From an optimization exercise on the open Yosys and OpenROAD flow, aimed at small area, a short achievable clock period and few clock cycles per item; shortcuts taken in it are not production practice.
Only simulation tests tie the RTL to the original design; equivalence was not proved.
No activity file was given, so power comes from the tool's default toggle rates.

==> flow/config.mk <==
export PLATFORM = sky130hd
export DESIGN_NAME = lzss_comp
export DESIGN_NICKNAME = lzss_comp
export VERILOG_FILES = /design/flow/design.v
export SDC_FILE = /design/flow/constraint.sdc
export NUM_CORES = 4
export LEC_CHECK = 0
export CAP_MARGIN = 20
export CORE_MARGIN = 2
export CORE_UTILIZATION = 40
export SLEW_MARGIN = 20
==> flow/constraint.sdc <==
create_clock -name core_clock -period 13.0 [get_ports {clk}]
set_input_delay 2.6000 -clock core_clock [delete_from_list [all_inputs] [get_ports {clk}]]
set_output_delay 2.6000 -clock core_clock [all_outputs]
set_load 0.01 [all_outputs]
==> flow/design.v <==
module lzss_comp #(
    parameter SMAX = 64,    
    parameter LMAX = 16     
) (
    input             clk,
    input             rst,         
    input             start,
    input      [11:0] cfg_s,
    input      [11:0] cfg_l,
    input      [4:0]  cfg_w,
    input      [12:0] cfg_n,
    input             in_valid,
    input      [15:0] in_data,
    output            in_ready,
    output            out_valid,
    output     [7:0]  out_data,
    output            out_last,
    input             out_ready,
    output reg        done,
    output reg [1:0]  err,         
    output     [12:0] res_lit,
    output     [12:0] res_match,
    output     [16:0] res_bits,
    output     [13:0] res_bytes
);
    localparam HN = SMAX - 1;      
    localparam [2:0] ST_IDLE   = 3'd0,
                     ST_HDR    = 3'd1,
                     ST_FILL   = 3'd2,
                     ST_SEARCH = 3'd3,
                     ST_EMIT   = 3'd4,
                     ST_ADV    = 3'd5,
                     ST_FIN    = 3'd6,
                     ST_DONE   = 3'd7;
    reg [2:0]  state;
    reg [6:0]  s_r;
    reg [4:0]  l_r;
    reg [4:0]  w_r;
    reg [12:0] n_r;
    reg [2:0]  ob_r;               
    reg [2:0]  lb_r;               
    reg [15:0] wmask;
    reg [12:0] taken;              
    reg [12:0] pos;                
    reg [1:0]  hdr_idx;
    reg        final_put;          
    reg [16*HN-1:0]   hist;
    reg [16*LMAX-1:0] la;
    reg [4:0]         la_cnt;
    reg [16*LMAX-1:0] win;
    reg [5:0]         off;
    reg [4:0]         best_len;
    reg [5:0]         best_off;
    reg [4:0]         adv_cnt;
    reg [31:0] acc;
    reg [5:0]  acc_n;
    reg [12:0] cnt_lit;
    reg [12:0] cnt_match;
    reg [16:0] cnt_bits;
    reg [13:0] cnt_bytes;
    assign res_lit   = cnt_lit;
    assign res_match = cnt_match;
    assign res_bits  = cnt_bits;
    assign res_bytes = cnt_bytes;
    function [2:0] b2r7;
        input [6:0] v;
        begin
            if      (v[6]) b2r7 = 3'd7;
            else if (v[5]) b2r7 = 3'd6;
            else if (v[4]) b2r7 = 3'd5;
            else if (v[3]) b2r7 = 3'd4;
            else if (v[2]) b2r7 = 3'd3;
            else if (v[1]) b2r7 = 3'd2;
            else if (v[0]) b2r7 = 3'd1;
            else           b2r7 = 3'd0;
        end
    endfunction
    wire s_bad = (cfg_s == 12'd0) || (cfg_s > SMAX);
    wire l_bad = (cfg_l == 12'd0) || (cfg_l > LMAX);
    wire w_bad = (cfg_w == 5'd0) || (cfg_w > 5'd16);
    wire n_bad = (cfg_n > 13'd4096);
    wire [1:0] start_err = (s_bad || l_bad) ? 2'd1 :
                           w_bad            ? 2'd2 :
                           n_bad            ? 2'd1 : 2'd0;
    wire la_full = (la_cnt == l_r) || (taken == n_r);
    assign in_ready = (state == ST_FILL) && !la_full;
    wire in_fire = in_valid && in_ready;
    assign out_valid = (acc_n >= 6'd8) || (final_put && acc_n != 6'd0);
    assign out_last  = final_put && (acc_n <= 6'd8);
    assign out_data  = acc[31:24];
    wire out_fire = out_valid && out_ready;
    wire can_put  = (acc_n < 6'd8);    
    reg [4:0] cur_len;
    reg       alive;
    integer k;
    always @(*) begin
        cur_len = 5'd0;
        alive   = 1'b1;
        for (k = 0; k < LMAX; k = k + 1) begin
            alive = alive && (k < la_cnt) && (k < off) &&
                    (win[16*k +: 16] == la[16*k +: 16]);
            if (alive) cur_len = cur_len + 5'd1;
        end
    end
    wire [16*SMAX-1:0] hist_ext = {16'd0, hist};
    wire [15:0] hist_next = hist_ext[16*off +: 16];
    wire [8:0] lit_cost   = (w_r + 5'd1) * best_len;
    wire [4:0] match_cost = 5'd1 + ob_r + lb_r;
    wire       is_match   = (best_len != 5'd0) && ({4'd0, match_cost} <= lit_cost);
    wire [4:0] tok_n      = is_match ? match_cost : (w_r + 5'd1);
    wire [4:0] fld_n      = {2'd0, ob_r} + {2'd0, lb_r};
    wire [31:0] tok_v     = is_match ? ((32'd1 << fld_n) | ({26'd0, best_off} << lb_r) | {27'd0, best_len})
                                     : {16'd0, la[15:0]};
    wire [4:0] tok_adv    = is_match ? best_len : 5'd1;
    reg [11:0] hdr_v;
    always @(*) begin
        case (hdr_idx)
            2'd0: hdr_v = {5'd0, s_r};
            2'd1: hdr_v = {7'd0, l_r};
            2'd2: hdr_v = {7'd0, w_r};
            default: hdr_v = n_r[11:0] - 12'd1;
        endcase
    end
    always @(posedge clk) begin
        done <= 1'b0;
        if (rst) begin
            state     <= ST_IDLE;
            err       <= 2'd0;
            acc_n     <= 6'd0;
            final_put <= 1'b0;
            cnt_lit   <= 13'd0;
            cnt_match <= 13'd0;
            cnt_bits  <= 17'd0;
            cnt_bytes <= 14'd0;
        end else begin
            if (out_fire) begin
                acc       <= acc << 8;
                acc_n     <= (acc_n > 6'd8) ? acc_n - 6'd8 : 6'd0;
                cnt_bytes <= cnt_bytes + 14'd1;
            end
            case (state)
            ST_IDLE: begin
                if (start) begin
                    s_r       <= cfg_s[6:0];
                    l_r       <= cfg_l[4:0];
                    w_r       <= cfg_w;
                    n_r       <= cfg_n;
                    ob_r      <= b2r7(cfg_s[6:0]);
                    lb_r      <= b2r7({2'd0, cfg_l[4:0]});
                    wmask     <= ~(16'hFFFF << cfg_w);
                    err       <= start_err;
                    taken     <= 13'd0;
                    pos       <= 13'd0;
                    hdr_idx   <= 2'd0;
                    final_put <= 1'b0;
                    hist      <= {16*HN{1'b0}};
                    la_cnt    <= 5'd0;
                    acc       <= 32'd0;
                    acc_n     <= 6'd0;
                    cnt_lit   <= 13'd0;
                    cnt_match <= 13'd0;
                    cnt_bits  <= 17'd0;
                    cnt_bytes <= 14'd0;
                    state     <= (start_err != 2'd0) ? ST_DONE : ST_HDR;
                end
            end
            ST_HDR: begin
                if (can_put) begin
                    acc     <= acc | ({20'd0, hdr_v} << (6'd20 - acc_n));
                    acc_n   <= acc_n + 6'd12;
                    hdr_idx <= hdr_idx + 2'd1;
                    if (hdr_idx == 2'd3) begin
                        if (n_r == 13'd0) begin
                            final_put <= 1'b1;
                            state     <= ST_FIN;
                        end else begin
                            state     <= ST_FILL;
                        end
                    end
                end
            end
            ST_FILL: begin
                if (la_full) begin
                    best_len <= 5'd0;
                    best_off <= 6'd0;
                    off      <= 6'd1;
                    win[15:0] <= hist[15:0];
                    state    <= (s_r == 7'd1) ? ST_EMIT : ST_SEARCH;
                end else if (in_fire) begin
                    la[16*la_cnt +: 16] <= in_data & wmask;
                    la_cnt <= la_cnt + 5'd1;
                    taken  <= taken + 13'd1;
                end
            end
            ST_SEARCH: begin
                if (cur_len > best_len) begin
                    best_len <= cur_len;
                    best_off <= off;
                end
                if ({1'b0, off} == s_r - 7'd1) begin
                    state <= ST_EMIT;
                end else begin
                    off <= off + 6'd1;
                    win <= {win[16*LMAX-17:0], hist_next};
                end
            end
            ST_EMIT: begin
                if (can_put) begin
                    acc      <= acc | (tok_v << (6'd32 - acc_n - {1'b0, tok_n}));
                    acc_n    <= acc_n + {1'b0, tok_n};
                    cnt_bits <= cnt_bits + {12'd0, tok_n};
                    if (is_match) cnt_match <= cnt_match + 13'd1;
                    else          cnt_lit   <= cnt_lit + 13'd1;
                    adv_cnt  <= tok_adv;
                    if (pos + {8'd0, tok_adv} == n_r) final_put <= 1'b1;
                    state    <= ST_ADV;
                end
            end
            ST_ADV: begin
                hist    <= {hist[16*HN-17:0], la[15:0]};
                la      <= {16'd0, la[16*LMAX-1:16]};
                la_cnt  <= la_cnt - 5'd1;
                pos     <= pos + 13'd1;
                adv_cnt <= adv_cnt - 5'd1;
                if (adv_cnt == 5'd1)
                    state <= final_put ? ST_FIN : ST_FILL;
            end
            ST_FIN: begin
                if (acc_n == 6'd0 || (out_fire && acc_n <= 6'd8))
                    state <= ST_DONE;
            end
            ST_DONE: begin
                done      <= 1'b1;
                final_put <= 1'b0;
                state     <= ST_IDLE;
            end
            default: state <= ST_IDLE;
            endcase
        end
    end
endmodule
==> flow/run.sh <==
#!/bin/bash
# synth_recipe.tcl (not shown) runs the flow's synth.tcl, then flattens the netlist and writes it again
# the make line also repeats each setting of config.mk as NAME=value (left out here)
make -C /OpenROAD-flow-scripts/flow DESIGN_CONFIG=/design/flow/config.mk WORK_HOME=/design/flow/orfs CLKGATE_MAP_FILE= SYNTH_SCRIPT=/design/flow/synth_recipe.tcl finish
==> summary.txt <==
layout by cell type, fill, tap and decap left out, types with 40 or more instances in the layout:
master,synthesis,routed
a21oi_1,353,352
and3_1,40,40
xor2_1,220,220
and2_1,1056,1055
nor2_1,479,474
o21ai_0,376,374
nand2_1,569,559
mux2_2,50,50
nor4_1,57,50
clkdlybuf4s50_1,0,132
mux4_2,297,297
clkbuf_1,352,40
mux2i_1,167,164
dfxtp_1,70,70
xnor2_1,210,209
inv_1,107,107
nor3_1,49,47
buf_4,10,98
clkbuf_16,0,186
nand3_1,79,79
nand4_1,60,60
edfxtp_1,1658,1658
ha_1,95,93
layout make-up:
cell class	count	area, sq um
Sequential cell	1728	51200
Multi-Input combinational cell	4562	33400
Fill cell	19200	118000
Clock inverter	103	1080
Tap cell	2838	3550
Clock buffer	228	4830
Inverter	111	417
Timing Repair Buffer	245	2330
Antenna cell	1	2.50
flip-flops by register name, indices dropped and copies added, names as in the netlist, 14 cells and up:
register	cells
acc	32
cnt_bits	17
hist	1008
la	256
wmask	16
cnt_bytes	14
win	256
worst max-delay path: cells and delay by family (launching register included):
family | cells | cell delay (ps)
xor+xnor | 3 | 610
flops | 1 | 480
buf+inv | 3 | 370
mux | 9 | 2030
compound gates | 12 | 1460
simple gates | 16 | 2710
fa+ha+maj | 15 | 4220
kinds of logic (layout without fill, tap and decap cells):
group,count (synthesis),after routing,synth area share
simple gates,2525,2525,0.152
flops,1728,1728,0.593
compound gates,971,971,0.0640
buf+inv,535,687,0.0239
mux,517,517,0.104
xor+xnor,436,436,0.0451
fa+ha+maj,113,113,0.0179
other cells,0,1,0
routing by layer:
layer / routed length, um / GRT usage / part of all wire / up-vias
met4: 5400 / 0.0525 / 0.025 / 4
li1: - / - / - / 24900
met2: 98100 / 0.297 / 0.46 / 1452
met5: 21 / 0 / 0.000098 / -
met3: 11200 / 0.0280 / 0.053 / 337
met1: 98600 / 0.281 / 0.46 / 27400
metrics by stage:
stage / hold slack [ps] / total power, mW / area, sq um / cells
3_3_place_gp: 454 / 14.5 / 90600 / 9478
2_1_floorplan: 447 / 13.3 / 86400 / 6825
6_report: 460 / 19.8 / 96700 / 9816
5_1_grt: 471 / 20.8 / 96700 / 9816
3_5_place_dp: 455 / 14.5 / 90600 / 9478
4_1_cts: 455 / 19.9 / 96500 / 9809
what timing repair did:
action / in CTS / in global routing
endpoints found under the hold margin: 0 / 0
endpoints found under the setup margin: 0 / 12
gates resized for setup: 0 / 29
setup buffers: 0 / 3
worst max path at each step:
stage	start	to	slack (ps)	depth (start not counted)
finish	la[3]	best_off[4]	800	58
global route	la[10]	best_off[1]	-1	58
CTS	la[18]	best_off[4]	160	58
detailed placement	la[0]	best_off[5]	190	59
global placement	win[18]	best_off[5]	240	58
floorplan	start	hist[0]	-7180	5
power breakdown:
part	switching [mW]	total [mW]	internal [mW]
sequential	0.700	8.50	7.80
combinational	3.86	6.01	2.15
clock	2.29	5.26	2.97
==> qor.yml <==
syn_inst: 6825
die_h_um: 469
grt_pass1_vias: 53400
synth_fp_nets: 7001
slew_headroom: 0.247
cts.htree.levels: 4
crit_path_end_kind: "flop"
worstPathMaxFanout: 6
critPathSlowestCell: "edfxtp_1"
drtIter0Drc: 5508
hold_buffers: 0
routed_via_density: 5.51
worst_hold_startpoint: "win[160]"
nNetsFinal: 7007
synth_edf_count: 1658
antenna_found_initial: 7
track_usage: 0.192
leakage_nw: 32.8
r2r-start: "la[3]"
setup_viol: 0
synth_cell_type_count: 93
yosysSeqAreaShare: 0.593
grt_max_degree: 303
ff2ff_path_depth: 58
status: "complete, no violations"
coreArea_sq_um: 215000
yosys_register_bits: 1728
synthArstFlopShare: 0
final_util: 0.451
critPathKind: "reg2reg"
ys.flop_type: "edfxtp_1"
grt-ovfl-total: 0
place_ws_ps: 193
numPortBuffers: 133
syn_area_sq_um: 86400
clockRootBuffer: "clkbuf_16"
clk_pin_slew_ps: 60
rrSetupSlack_ps: 800
clk_latency_ps: 850
startpoint_type: "flop"
hold_class: "reg2reg"
clock_sinks: 1728
drc_errors: 0
numCtsBuffers: 183
fin_crit_sh: 0.938
fmax_mhz: 82.0
cts_buffer_depth: 3
setup_ws_ps: 803
required_ps: 13540
cts_tree: "done"
gp_congestion: 0.895
p_per_area_nw_per_um2: 204
ir_worst_vdd_mv: 0.264
grt_pass1_wl_um: 330000
worst_pin_slew_ps: 1130
holdPathEnd: "win[176]"
fin_skew_ps: 37.8
synth_area_per_cell_sq_um: 12.7
areaGrowthSynthToFinish_pct: 12.0
drt-total-wl_um: 213000
synth_most_common_cell: "edfxtp_1"
cpMostUsedCell: "ha_1"
synth_area_leaders: "edfxtp_1 58%, mux4_2 7.7%, and2_1 7.6%"
whs_path_depth: 0
ant_nets: 0
crit-reg2reg-capture: "best_off[4]"
ioPinCount: 134
critPathMaxStageDelay_ps: 480
start_util: 0.402
maxSlewViolCount: 0
period_needed_ps: 12200
worstPathArrival_ps: 12730
maxCapViolCount: 0
die_w_um: 469
routedWlPerCell_um: 21.7
dpl.hpwl_um: 135000
drt_first_pass_iters: 8
yosysWarnings: 1
die_area_sq_um: 220000
setup_tns_ps: 0
hold_viol: 0
synth_largest_area_cell: "edfxtp_1"
vias: 54100
synth_top_area_frac: 0.577
drive_gt1_frac: 0.115
rows: 170
synth_commonest_cells: "1658 x edfxtp_1, 1056 x and2_1, 569 x nand2_1, 479 x nor2_1, 376 x o21ai_0"
Testbench counts, summed over its fixed seeds: cycles 605,713, units 42,556.

## port drivers added, routing unchanged
The flow's constraints put no driver on any port. The routed layout listed below was extracted and timed again, unchanged, in two steps.
Step 1, drivers: a clkbuf_16 drives clk and a buf_2 each remaining input, both assumed.
Step 2 also shifts input and output timing later by t, the mid clock arrival at the registers, as if the neighbouring blocks saw the same clock.
Three values: ideal ports, drivers, drivers and shift; two values: the first two.
t (ns): 0.909
slack for setup (ns): 0.803 / 0.803 / 0.803
worst setup path after step 2: register to register
After both steps setup and hold are still met in this run. For this run, drivers alone change the setup slack by 0.000 ns; drivers and shift together by 0.000 ns.
